From an optimization exercise on the open Yosys and OpenROAD flow, aimed at small area; shortcuts taken in it are not production practice. Function was checked by simulation only, so behaviour that the tests miss may differ from the original. Power and IR drop assume default switching activity.

## design/flow/flow/run.sh

```bash
#!/bin/bash
# Standard ORFS layout, with the port buffers made from the smallest buffer
# cell and a clock tree without dummy loads.
set -euo pipefail
export BUFFER_PORTS_ARGS="-buffer_cell sky130_fd_sc_hd__buf_1"
export CTS_ARGS="-sink_clustering_enable -repair_clock_nets -dont_use_dummy_load -sink_clustering_size 10 -sink_clustering_max_diameter 45 -buf_list sky130_fd_sc_hd__clkbuf_4"
bash standard.sh > standard.log 2>&1
```

## design/flow/standard.sh

```bash
#!/bin/bash
# synth_recipe.tcl (not shown) runs the flow's synth.tcl, then flattens the netlist and writes it again
# the make line also repeats each setting of config.mk as NAME=value (left out here)
make -C /OpenROAD-flow-scripts/flow DESIGN_CONFIG=/design/flow/config.mk WORK_HOME=/design/flow/orfs CLKGATE_MAP_FILE= SYNTH_SCRIPT=/design/flow/synth_recipe.tcl "${@:-finish}"
```

## design/flow/config.mk

```make
export PLATFORM = sky130hd
export DESIGN_NAME = ota_core
export DESIGN_NICKNAME = ota_core
export VERILOG_FILES = /design/flow/design.v
export SDC_FILE = /design/flow/constraint.sdc
export NUM_CORES = 4
export LEC_CHECK = 0
export CAP_MARGIN = 20
export CORE_MARGIN = 2
export CORE_UTILIZATION = 72
export SLEW_MARGIN = 20
```

## design/flow/constraint.sdc

```tcl
create_clock -name core_clock -period 10.0 [get_ports {clk}]
set_input_delay 2.0000 -clock core_clock [delete_from_list [all_inputs] [get_ports {clk}]]
set_output_delay 2.0000 -clock core_clock [all_outputs]
set_load 0.01 [all_outputs]
```

## design/flow/design.v

```verilog
module ota_core (
    input  wire        clk,
    input  wire        rst,
    input  wire        cmd_valid,
    output wire        cmd_ready,
    input  wire [2:0]  cmd_op,
    input  wire [31:0] cmd_arg,
    input  wire        in_valid,
    output wire        in_ready,
    input  wire [7:0]  in_data,
    output wire        rsp_valid,
    output wire [31:0] rsp_data,
    output wire        out_valid,
    output wire [7:0]  out_data,
    output wire        dict_we,
    output wire [10:0] dict_waddr,
    output wire [7:0]  dict_wdata,
    output wire [10:0] dict_raddr,
    input  wire [7:0]  dict_rdata
);
    localparam [31:0] MAGIC_DEFAULT = 32'h45535033;
    localparam [2:0] OP_CFG_MAGIC = 3'd1;
    localparam [2:0] OP_START     = 3'd2;
    localparam [2:0] OP_POLL      = 3'd3;
    localparam [2:0] OP_PROGRESS  = 3'd4;
    localparam [2:0] OP_VERIFY    = 3'd5;
    localparam [2:0] OP_RELEASE   = 3'd6;
    localparam [2:0] ST_IDLE   = 3'd0;
    localparam [2:0] ST_HEADER = 3'd1;
    localparam [2:0] ST_FILE   = 3'd2;
    localparam [2:0] ST_DONE   = 3'd3;    
    localparam [2:0] ST_MAGIC  = 3'd4;
    localparam [2:0] ST_ELEN   = 3'd5;    
    localparam [2:0] ST_EDL    = 3'd6;    
    localparam [2:0] SQ_RINIT = 3'd0;     
    localparam [2:0] SQ_CMD   = 3'd1;     
    localparam [2:0] SQ_EXEC  = 3'd2;     
    localparam [2:0] SQ_VCMP  = 3'd3;     
    localparam [2:0] SQ_INIT  = 3'd4;     
    localparam [2:0] SQ_POLL  = 3'd5;     
    localparam [2:0] SQ_PEND  = 3'd6;     
    localparam [2:0] SQ_RSP   = 3'd7;     
    localparam [2:0] R_ZERO = 3'd0;
    localparam [2:0] R_ONE  = 3'd1;
    localparam [2:0] R_WR   = 3'd2;
    localparam [2:0] R_CFG  = 3'd3;       
    localparam [2:0] R_M8   = 3'd4;
    localparam [2:0] R_M9   = 3'd5;
    localparam [2:0] R_M10  = 3'd6;
    localparam [2:0] R_M11  = 3'd7;
    localparam [1:0] T_FLAG = 2'd0;
    localparam [1:0] T_COL  = 2'd1;
    localparam [1:0] T_CPW  = 2'd2;
    localparam [1:0] T_CPY  = 2'd3;
    reg [4:0]  ph;
    reg [2:0]  sq;
    reg [2:0]  st;
    reg [2:0]  rk;
    reg [31:0] L, D, M, H, C, W;
    reg        db;           
    reg        wc;           
    reg        zacc;         
    reg        bq;           
    reg        neg;          
    reg [1:0]  c2;           
    reg        wrapf;        
    reg        len_bad;
    reg        mag_bad;
    reg [10:0] wcur;
    reg [14:0] tok;
    reg        tt;           
    reg [1:0]  ts;
    reg [3:0]  bcnt;         
    reg        lemit;        
    wire ph0  = (ph == 5'd0);
    wire ph31 = (ph == 5'd31);
    wire active = (st == ST_HEADER) || (st == ST_FILE) || (st == ST_DONE);
    assign cmd_ready = (sq == SQ_CMD || sq == SQ_RSP) && ph31;
    assign rsp_valid = (sq == SQ_RSP) && ph0;
    wire   cmd_fire  = cmd_valid && cmd_ready;
    wire bact = (sq == SQ_POLL) && in_valid && (ph0 || bq);
    assign in_ready = bact && ph31;
    wire bit_l = in_data[ph[2:0]];               
    wire hd   = bact && (st == ST_HEADER);
    wire fd   = bact && (st == ST_FILE);
    wire [4:0] hv  = {tt, tok[3:0]};             
    wire [4:0] hv_n = hv - 5'd1;
    wire win  = (ph[4:3] == ~hv[1:0]);
    wire h_len = hv[4];                          
    wire h_crc = (hv[4:2] == 3'b011);            
    wire h_mag = (hv[4:2] == 3'b010);            
    wire h_cov = !hv[4] && !(hv[3] && hv[2]);    
    wire h_end = (hv == 5'd0);                   
    wire init    = (sq == SQ_INIT);
    wire cpy     = (ts == T_CPY);
    wire emit    = lemit || cpy;
    wire init_hi = (wcur[10:4] == 7'h7F) || (wcur[10:4] == 7'h7E && wcur[3:0] == 4'hF);
    assign dict_we    = init || emit;
    assign dict_waddr = wcur;
    assign dict_raddr = tok[14:4];
    assign dict_wdata = cpy  ? dict_rdata :
                        init ? {2'b00, ~init_hi, 5'b00000} : tok[7:0];
    assign out_valid  = emit;
    assign out_data   = dict_wdata;
    wire wcur_2030 = (wcur == 11'd2030);
    wire ws   = wcur[ph[3:0]];
    wire wk   = (ph == 5'd0) || (ph == 5'd4);
    wire wci  = ph0 ? 1'b0 : wc;
    wire wsum = ws ^ wk ^ wci;
    wire wlo_c = (ws & wk) | (ws & wci) | (wk & wci);
    wire [3:0] nib = rk[2] ? {~(rk[1] | rk[0]), rk[1] | rk[0], rk[1] ^ rk[0], rk[0]}
                           : {3'b000, rk[0]};
    wire rbit = (rk == R_WR)    ? ((ph < 5'd11) ? wsum : W[0]) :
                (ph[4:2] != 3'd0) ? rk[2] : nib[ph[1:0]];
    function [2:0] st_res(input [2:0] s);
        case (s)
        ST_HEADER, ST_FILE: st_res = R_ZERO;
        ST_DONE:  st_res = R_ONE;
        ST_MAGIC: st_res = R_M9;
        ST_ELEN:  st_res = R_M8;
        default:  st_res = R_M11;
        endcase
    endfunction
    wire zin   = ph0 ? 1'b0 : zacc;
    wire l_dec = L[0] ^ ~zin;
    wire dsrc = init ? L[0] : D[0];
    wire dk   = init ? (ph == 5'd3) : ph0;
    wire dbi  = ph0 ? 1'b0 : db;
    wire d_sub = dsrc ^ dk ^ dbi;
    wire dbo  = (~dsrc & (dk | dbi)) | (dk & dbi);
    wire dwr  = fd || (hd && h_cov);
    wire wcarry = (ph == 5'd11) ? wrapf : wc;
    wire w_inc  = W[0] ^ wcarry;
    reg c_tap;
    always @* begin
        case (c2)
        2'd0: c_tap = C[0];
        2'd1: c_tap = C[8];
        2'd2: c_tap = C[16];
        default: c_tap = C[24];
        endcase
    end
    wire crc_rd = fd || (hd && h_cov);
    wire crc_en = crc_rd && (ph[4:3] == c2);
    wire crc_fb = C[0] ^ bit_l;
    wire crc_g  = crc_en & crc_fb;
    localparam [31:0] POLY = 32'hEDB88320;
    wire vmis = ~(c_tap ^ H[0]);                 
    wire       pbit  = in_data[~bcnt[2:0]];     
    wire       parse = fd && !bcnt[3] && (ts == T_FLAG || ts == T_COL);
    wire [2:0] st_pend = (st != ST_FILE) ? st :
                         neg             ? ST_EDL :
                         !(zacc | D[0])  ? ST_DONE : ST_FILE;
    always @(posedge clk) begin
        L <= {L[0], L[31:1]};
        D <= {D[0], D[31:1]};
        M <= {M[0], M[31:1]};
        H <= {H[0], H[31:1]};
        W <= {W[0], W[31:1]};
        C <= {C[0], C[31:1]} ^ ({32{crc_g}} & {1'b0, POLY[30:0]}) ^ {crc_en & bit_l, 31'd0};
        if (rst) begin
            ph        <= 5'd0;
            sq        <= SQ_RINIT;
            st        <= ST_IDLE;
            ts        <= T_FLAG;
            lemit     <= 1'b0;
            wrapf     <= 1'b0;
            L[31]     <= 1'b0;
        end else begin
            ph        <= ph + 5'd1;
            lemit     <= 1'b0;
            case (sq)
            SQ_RINIT, SQ_CMD, SQ_RSP: L[31] <= 1'b0;
            SQ_POLL:          L[31] <= bact ? l_dec : L[0];
            SQ_EXEC:          L[31] <= rbit;
            default: ;
            endcase
            if (cmd_fire)
                L <= {1'b0, L[31:1]} | cmd_arg;    
            if (sq == SQ_RINIT)
                M[31] <= MAGIC_DEFAULT[ph];
            else if (sq == SQ_EXEC && rk == R_CFG)
                M[31] <= L[0];
            if (init || dwr)
                D[31] <= d_sub;
            db <= dbo;
            if (init)
                W[31] <= 1'b0;
            else if (ph >= 5'd11)
                W[31] <= w_inc;
            if (ph < 5'd11)
                wc <= wlo_c;
            else
                wc <= wcarry & W[0];
            if (init)
                C[31] <= 1'b1;
            if (hd && h_crc && win)
                H[31] <= bit_l;
            case (sq)
            SQ_POLL: zacc <= zin | L[0];
            SQ_PEND: zacc <= zin | D[0];
            default: zacc <= zin | vmis;
            endcase
            if (hd && h_len && win && (D[0] != bit_l))
                len_bad <= 1'b1;
            if (init && ph31 && dbo)             
                len_bad <= 1'b1;
            if (hd && h_mag && win && (M[0] != bit_l))
                mag_bad <= 1'b1;
            if (crc_rd && ph31)
                c2 <= c2 + 2'd1;
            if (ph == 5'd11)
                wrapf <= emit && wcur_2030;
            else if (emit && wcur_2030)
                wrapf <= 1'b1;
            if (dict_we)
                wcur <= wcur + 11'd1;
            if (ph31)
                bcnt <= 4'd0;
            else if (parse)
                bcnt <= bcnt + 4'd1;
            case (ts)
            T_FLAG: if (parse) begin
                tt  <= pbit;
                tok <= 15'd1;
                ts  <= T_COL;
            end
            T_COL: if (parse) begin
                tok <= {tok[13:0], pbit};
                if (tt ? tok[7] : tok[14]) begin
                    if (tt) begin
                        lemit <= 1'b1;
                        ts    <= T_FLAG;
                    end else begin
                        ts    <= T_CPW;
                    end
                end
            end
            T_CPW: begin
                tok[14:4] <= tok[14:4] + 11'd1;
                ts <= T_CPY;
            end
            default: begin
                tok[14:4] <= tok[14:4] + 11'd1;
                {tt, tok[3:0]} <= hv_n;
                if (hv == 5'b11111)
                    ts <= T_FLAG;
            end
            endcase
            if (hd && ph31)
                {tt, tok[3:0]} <= hv_n;
            if (sq == SQ_POLL && ph0)
                bq <= in_valid;
            case (sq)
            SQ_RINIT: if (ph31) sq <= SQ_CMD;
            SQ_CMD, SQ_RSP: if (cmd_fire) begin
                sq <= SQ_EXEC;
                rk <= R_M11;
                case (cmd_op)
                OP_CFG_MAGIC: if (!active) rk <= R_CFG;
                OP_START: if (!active) begin
                    sq      <= SQ_INIT;
                    st      <= ST_HEADER;
                    wcur    <= 11'd2031;
                    ts      <= T_FLAG;
                    {tt, tok[3:0]} <= 5'd19;
                    len_bad <= 1'b0;
                    mag_bad <= 1'b0;
                    neg     <= 1'b0;
                    c2      <= 2'd0;
                    wrapf   <= 1'b0;
                end
                OP_POLL: sq <= SQ_POLL;
                OP_PROGRESS: rk <= active ? R_WR : st_res(st);
                OP_VERIFY: begin
                    if (st == ST_DONE)
                        sq <= SQ_VCMP;
                    else if (!active)
                        rk <= st_res(st);
                end
                OP_RELEASE: begin
                    rk <= R_ONE;
                    st <= ST_IDLE;
                end
                default: ;
                endcase
            end
            SQ_EXEC: if (ph31) sq <= SQ_RSP;
            SQ_VCMP: if (ph31) begin
                sq <= SQ_EXEC;
                rk <= (zacc | vmis) ? R_M10 : R_ONE;
            end
            SQ_INIT: if (ph31 && wcur_2030) sq <= SQ_RSP;
            SQ_POLL: if (ph31) begin
                if (hd && h_end)
                    st  <= len_bad ? ST_ELEN : mag_bad ? ST_MAGIC : ST_FILE;
                if (dwr && dbo)
                    neg <= 1'b1;
                if (!(zacc | L[0]))
                    sq <= SQ_PEND;
            end
            SQ_PEND: if (ph31) begin
                sq <= SQ_EXEC;
                st <= st_pend;
                rk <= st_res(st_pend);
            end
            default: if (ph31) sq <= SQ_CMD;    
            endcase
        end
    end
    assign rsp_data = L;
endmodule
```

==> impl_metrics.tcl, run 1 <==
set metrics [dict create \
    status "finished clean" \
    post_cts_buffers 0 \
    grt_first_pass_wirelength_um 32300 \
    max_slew_margin 0.418 \
    cts_tree "yes" \
    dieArea_um2 13800 \
    post-dp-hpwl_um 13500 \
    netlist_area_um2 9250 \
    min_from "M[1]" \
    crit_family "adder cells" \
    synth_nets 908 \
    cap_violations 0 \
    first_iter_violations 674 \
    skew_ns 0.0594 \
    tightest_slew_ns 0.872 \
    rsz0062_at_grt "no" \
    pre_cts_ws_ns 5.23 \
    cellPowerDensity_nw_per_um2 156 \
    holdWs_ns 0.322 \
    n_antenna_cell 0 \
    die_w_um 117 \
    clockBufferDepth 3 \
    rows 41 \
    finalHoldViolations 0 \
    hold_class "flop to flop" \
    gr-total-overflow 0 \
    dieHeight_um 117 \
    async_reset_ff_frac 0 \
    clk_latency_ns 0.65 \
    maxSlewViolCount 0 \
    syn_inst 828 \
    critPathBufInv 2 \
    peakVddDrop_mv 0.129 \
    post_drt_wl_per_cell_um 17.4 \
    initial_utilization 0.736 \
    critPathMaxStageDelay_ns 0.66 \
    coreArea_um2 12600 \
    crit_chain "ha_1 > nand2_1 > nor2_1 > ha_1 > inv_1 > nor2_1 > buf_1" \
    cts_root_buf "clkbuf_4" \
    final_cell_mix "207 x dfxtp_1, 129 x buf_1, 67 x nand2_1, 43 x edfxtp_1, 40 x nor2_1" \
    fmax_ghz 0.194 \
    r2r-start "ph[1]" \
    required_ns 8.00 \
    drc 0 \
    r2r-end "tok[3]" \
    fin_crit_sh 0.515 \
    final_common_cell "dfxtp_1" \
    startpoint_type "flop" \
    vias 6648 \
    synthFlopType "dfxtp_1" \
    fillers 826 \
    routed_via_density 5.97 \
    synth_edf_count 43 \
    power_mw 1.55 \
    cts-resized-gates 0 \
    reg2reg_slack_ns 6.30 \
    place.gp.congestion 0.967 \
    fin_setup_tns_ns 0 \
    critPathArrivalTime_ns 3.15 \
    ys_types 77 \
    first_pass_iters 5 \
    grt_max_degree 32 \
    portBuffers 129 \
    setup_ws_ns 4.85 \
    cp-end-kind "output port" \
    post-route-util 0.793 \
    yosys_warnings 1 \
    setup_viol 0 \
    grt_pass1_vias 6611 \
    p_leak_nw 3.91 \
    antenna_found_initial 0 \
    area_delta_synth_final_pct 7.82 \
    hold_end "M[0]" \
    layout-drive-gt1-share 0.0626 \
    yosys_register_bits 250 \
    clock_sinks 250 \
    r2r_cells 8 \
    cts_buffers 30 \
    cp_max_fo 19 \
    yosysSeqAreaShare 0.588 \
    hold_buffers 0 \
    min_path_cells 0 \
    num-nets-final 1024 \
    htreeDepth 1 \
    timing_worst_setup_path_type "flop to output port" \
    num_io_pins 130 \
    ant_nets 0 \
    synth_area_per_cell_um2 11.2 \
    wirelength_um 19400 \
    slowest_stage "ha_1" \
    min_period_ns 5.15 \
    track_usage 0.284 \
    clk_pin_slew_worst_paths_ns 0.11 \
]
## report_power, final
group	switching, mW	internal, mW
logic	0.0406	0.0336
clock network	0.282	0.138
registers	0.0165	1.04
total	0.339	1.22
## final cells by class
class                      instances  area (um2)  share of cell area
sequential                       250        5440               0.545
timing repair buffer             132         507              0.0508
clock buffer                      30         225              0.0226
inverter                          31         116              0.0117
tap                              172         215              0.0216
multi-input combinational        499        3470               0.348
## metrics by stage
stage | cells | area [um2]
6_report | 1114 | 9970
5_1_grt | 1114 | 9970
4_1_cts | 1114 | 9960
3_5_place_dp | 1084 | 9740
3_3_place_gp | 1084 | 9740
2_1_floorplan | 828 | 9250
## worst max path at each step
stage / start / end / depth (start not counted)
final: ph[1] / in_ready / 7
after global routing: ph[1] / in_ready / 7
after CTS: ph[1] / in_ready / 7
after detailed placement: in_valid / in_ready / 4
after global placement: in_valid / in_ready / 4
after floorplan: dict_rdata[5] / out_data[5] / 3
## registers in the layout (all words and copies together), names as in the netlist, 2 cells and up
name  flops
D        32
sq        3
rk        3
c2        2
C        32
tok      15
H        32
M        32
st        3
bcnt      4
ts        2
W        32
ph        5
wcur     11
L        32
## routing by layer
layer | track usage | wire, um
met3 | 0.0462 | 1180
met2 | 0.493 | 9720
met4 | 0.0836 | 485
met1 | 0.370 | 8030
met5 | 0 | 0
## Yosys cell counts, types with 5 or more instances
cell,number,share of area
nand3_1,19,0.010
nor3b_1,9,0.0073
o31ai_1,5,0.0041
clkbuf_1,27,0.011
nand2b_1,12,0.0081
a21boi_0,5,0.0041
nor4_1,6,0.0041
o21ai_0,36,0.019
mux2i_1,6,0.0065
buf_4,8,0.0065
or2_2,5,0.0034
a21o_1,34,0.028
buf_2,5,0.0027
edfxtp_1,43,0.14
a211oi_1,6,0.0049
nor2_1,41,0.017
dfxtp_1,207,0.45
nand4_1,6,0.0041
ha_1,23,0.031
a21oi_1,35,0.019
o2111ai_1,6,0.0057
and3_1,7,0.0047
nor2b_1,13,0.0088
nand2_1,67,0.027
nor3_1,17,0.0092
buf_1,6,0.0024
a31oi_1,5,0.0034
or3_1,5,0.0034
xnor2_1,36,0.034
inv_1,29,0.012
xor2_1,9,0.0085
o211ai_1,9,0.0073
## cells by family after synthesis
family | after synthesis | synth area share
compound gates | 186 | 0.139
xor+xnor | 45 | 0.0426
fa+ha+maj | 25 | 0.0354
buf+inv | 79 | 0.0380
flops | 250 | 0.588
mux | 17 | 0.0312
simple gates | 226 | 0.126
==> run 2: changes to the inputs <==
==> design/flow/flow/run.sh (replaced) <==
#!/bin/bash
# Standard ORFS layout, with the port buffers made from the smallest buffer
# cell and a clock tree without dummy loads.
set -euo pipefail
export BUFFER_PORTS_ARGS="-buffer_cell sky130_fd_sc_hd__buf_1"
export CTS_ARGS="-sink_clustering_enable -repair_clock_nets -dont_use_dummy_load -sink_clustering_size 8 -sink_clustering_max_diameter 40 -buf_list sky130_fd_sc_hd__clkbuf_4"
bash standard.sh > standard.log 2>&1
--- a/design/flow/config.mk
+++ b/design/flow/config.mk
@@ -8,4 +8,4 @@
 export CAP_MARGIN = 20
 export CORE_MARGIN = 2
-export CORE_UTILIZATION = 72
+export CORE_UTILIZATION = 65
 export SLEW_MARGIN = 20
==> run 2 against run 1 <==
Still clean. Utilization shrank 6.9 points. Maximum frequency grew 3.0%. Cell count grew 1.5%. Critical path type unchanged.
==> impl_metrics.tcl, run 2 <==
set metrics [dict create \
    antenna_found_initial 0 \
    synth_top_area_share 0.448 \
    layout-drive-gt1-share 0.0715 \
    first_iter_violations 616 \
    pre_cts_ws_ns 5.17 \
    hold_buffers 0 \
    final_common_cell "dfxtp_1" \
    post_drt_wl_per_cell_um 16.9 \
    cap_violations 0 \
    fin_crit_sh 0.500 \
    peakVddDrop_mv 0.113 \
    n_antenna_cell 0 \
    grt_pass1_vias 6254 \
    gr-total-overflow 0 \
    fmax_ghz 0.200 \
    min_path_cells 0 \
    grt_max_degree 32 \
    clk_pin_slew_worst_paths_ns 0.08 \
    fillers 1043 \
    cts-resized-gates 0 \
    yosys.area.top_type "dfxtp_1" \
    portBuffers 129 \
    power_mw 1.62 \
    async_reset_ff_frac 0 \
    synthFlopType "dfxtp_1" \
    cellPowerDensity_nw_per_um2 161 \
    synth_edf_count 43 \
    post_cts_buffers 0 \
    yosysSeqAreaShare 0.588 \
    critPathArrivalTime_ns 3.00 \
    first_pass_iters 5 \
    cp-end-kind "output port" \
    synth_area_per_cell_um2 11.2 \
    wirelength_um 19200 \
    initial_utilization 0.666 \
    min_period_ns 5.00 \
    yosysMostFrequentCell "dfxtp_1" \
    netlist_area_um2 9250 \
    cts_root_buf "clkbuf_4" \
    clockBufferDepth 3 \
    grt_first_pass_wirelength_um 30700 \
    setup_viol 0 \
    rows 43 \
    yosys_register_bits 250 \
    placed_cell_area_um2 9750 \
    finalHoldViolations 0 \
    tightest_slew_ns 0.902 \
    final-seq-area_um2 5440 \
    status "finished clean" \
    max_slew_margin 0.399 \
    num-nets-final 1033 \
    track_usage 0.255 \
    ant_nets 0 \
    hold_class "flop to flop" \
    area_delta_synth_final_pct 8.66 \
    ys_types 77 \
    cp_max_fo 19 \
    die_w_um 123 \
    clock_sinks 250 \
    r2r_cells 8 \
    multi_input_area_um2 3470 \
    dieArea_um2 15200 \
    rsz0062_at_grt "no" \
    reg2reg_slack_ns 6.45 \
    cts_buffers 39 \
    setup_ws_ns 5.00 \
    synth_area_leaders "dfxtp_1 45%, edfxtp_1 14%, xnor2_1 3.4%" \
    clk_latency_ns 0.62 \
    coreArea_um2 13900 \
    synth_nets 908 \
    htreeDepth 2 \
    synthTopCellsByCount "207 x dfxtp_1, 67 x nand2_1, 43 x edfxtp_1" \
    final_cell_mix "207 x dfxtp_1, 129 x buf_1, 67 x nand2_1, 43 x edfxtp_1, 40 x nor2_1" \
    p_leak_nw 3.95 \
    skew_ns 0.0560 \
    syn_inst 828 \
    fin_setup_tns_ns 0 \
    timing_worst_setup_path_type "flop to output port" \
    place.gp.congestion 0.899 \
    startpoint_type "flop" \
    required_ns 8.00 \
    post-dp-hpwl_um 12900 \
    routed_via_density 5.77 \
    stdcell_area_um2 10000 \
    drc 0 \
    holdWs_ns 0.299 \
    yosys_warnings 1 \
    num_io_pins 130 \
    vias 6526 \
    maxSlewViolCount 0 \
    cts_tree "yes" \
    dieHeight_um 123 \
]
-- run 2: final cells by class --
| cell class | count | share of cell area |
|---|---|---|
| flip-flops and latches | 250 | 0.541 |
| multi-input cells | 499 | 0.346 |
| repair buffers | 132 | 0.0504 |
| clock buffers | 39 | 0.0291 |
| well taps | 180 | 0.0224 |
| inverters | 31 | 0.0116 |
-- run 2: path summary, 6_finish.rpt --
check                           start       end
worst max-delay path            ph[1]  in_ready
worst min-delay path            C[23]     C[22]
worst max register to register  ph[1]    tok[1]
worst min register to register  C[23]     C[22]
-- run 2: critical path, cell delays in order, from the launching register on --
cell and delay (ns):
dfxtp_1 0.65, ha_1 0.30, nand2_1 0.09, nor2_1 0.13, ha_1 0.65, inv_1 0.17
nor2_1 0.23, buf_1 0.18
-- run 2: cells by family (layout without fill, tap and decap cells) --
kind of cell / after synthesis / count (layout) / share of synthesized area
buffers and inverters: 79 / 202 / 0.0380
flip-flops: 250 / 250 / 0.588
multiplexers: 17 / 17 / 0.0312
adder cells (fa/ha/maj): 25 / 25 / 0.0354
AO/OA/AOI/OAI: 186 / 186 / 0.139
XOR/XNOR: 45 / 45 / 0.0426
AND/OR/NAND/NOR: 226 / 226 / 0.126
-- run 2: metal layers --
layer | track usage | vias up | routed length, um
li1 | - | 3186 | -
met1 | 0.349 | 3078 | 8670
met2 | 0.408 | 220 | 8990
met3 | 0.0470 | 42 | 1070
met4 | 0.0952 | 0 | 416
met5 | 0 | - | 0
-- run 2: power by group --
part	switching (mW)	total (mW)	internal, mW	leakage [nW]
Clock	0.302	0.482	0.180	0.179
Sequential	0.0164	1.06	1.04	2.09
Combinational	0.0403	0.0740	0.0338	1.68
-- run 2: metrics by stage --
step | utilization | instances
2_1_floorplan | - | 828
4_1_cts | 0.723 | 1131
5_1_grt | 0.724 | 1131
3_5_place_dp | 0.702 | 1092
3_3_place_gp | 0.702 | 1092
6_report | 0.724 | 1131

-- what the ideal ports hide --
How much do the figures lean on ideal ports? The routed layouts below were timed once more, with nothing changed but the port constraints.
Step 1, drivers: a clkbuf_16 drives clk and a buf_2 each remaining input, both assumed.
Step 2 moves the port delays by t, midway between the first and last clock arrival at a register: inputs arrive t later, outputs are due t later. That takes back most of the time a late clock gives input paths.
Slacks: no drivers / after step 1 / after step 2; pairs: no drivers / after step 1.
| run | t (ns) | slack for setup (ns) | worst setup path after step 2 | clock arrival spread, ns | worst data-port slew with drivers (ns) |
|---|---|---|---|---|---|
| run 1 | 0.656 | 4.855 / 4.820 / 5.144 | input to output | 0.059 / 0.060 | 0.05 |
| run 2 | 0.626 | 5.003 / 4.969 / 5.069 | input to output | 0.064 / 0.064 | 0.05 |
After both steps setup and hold are still met in every run listed.
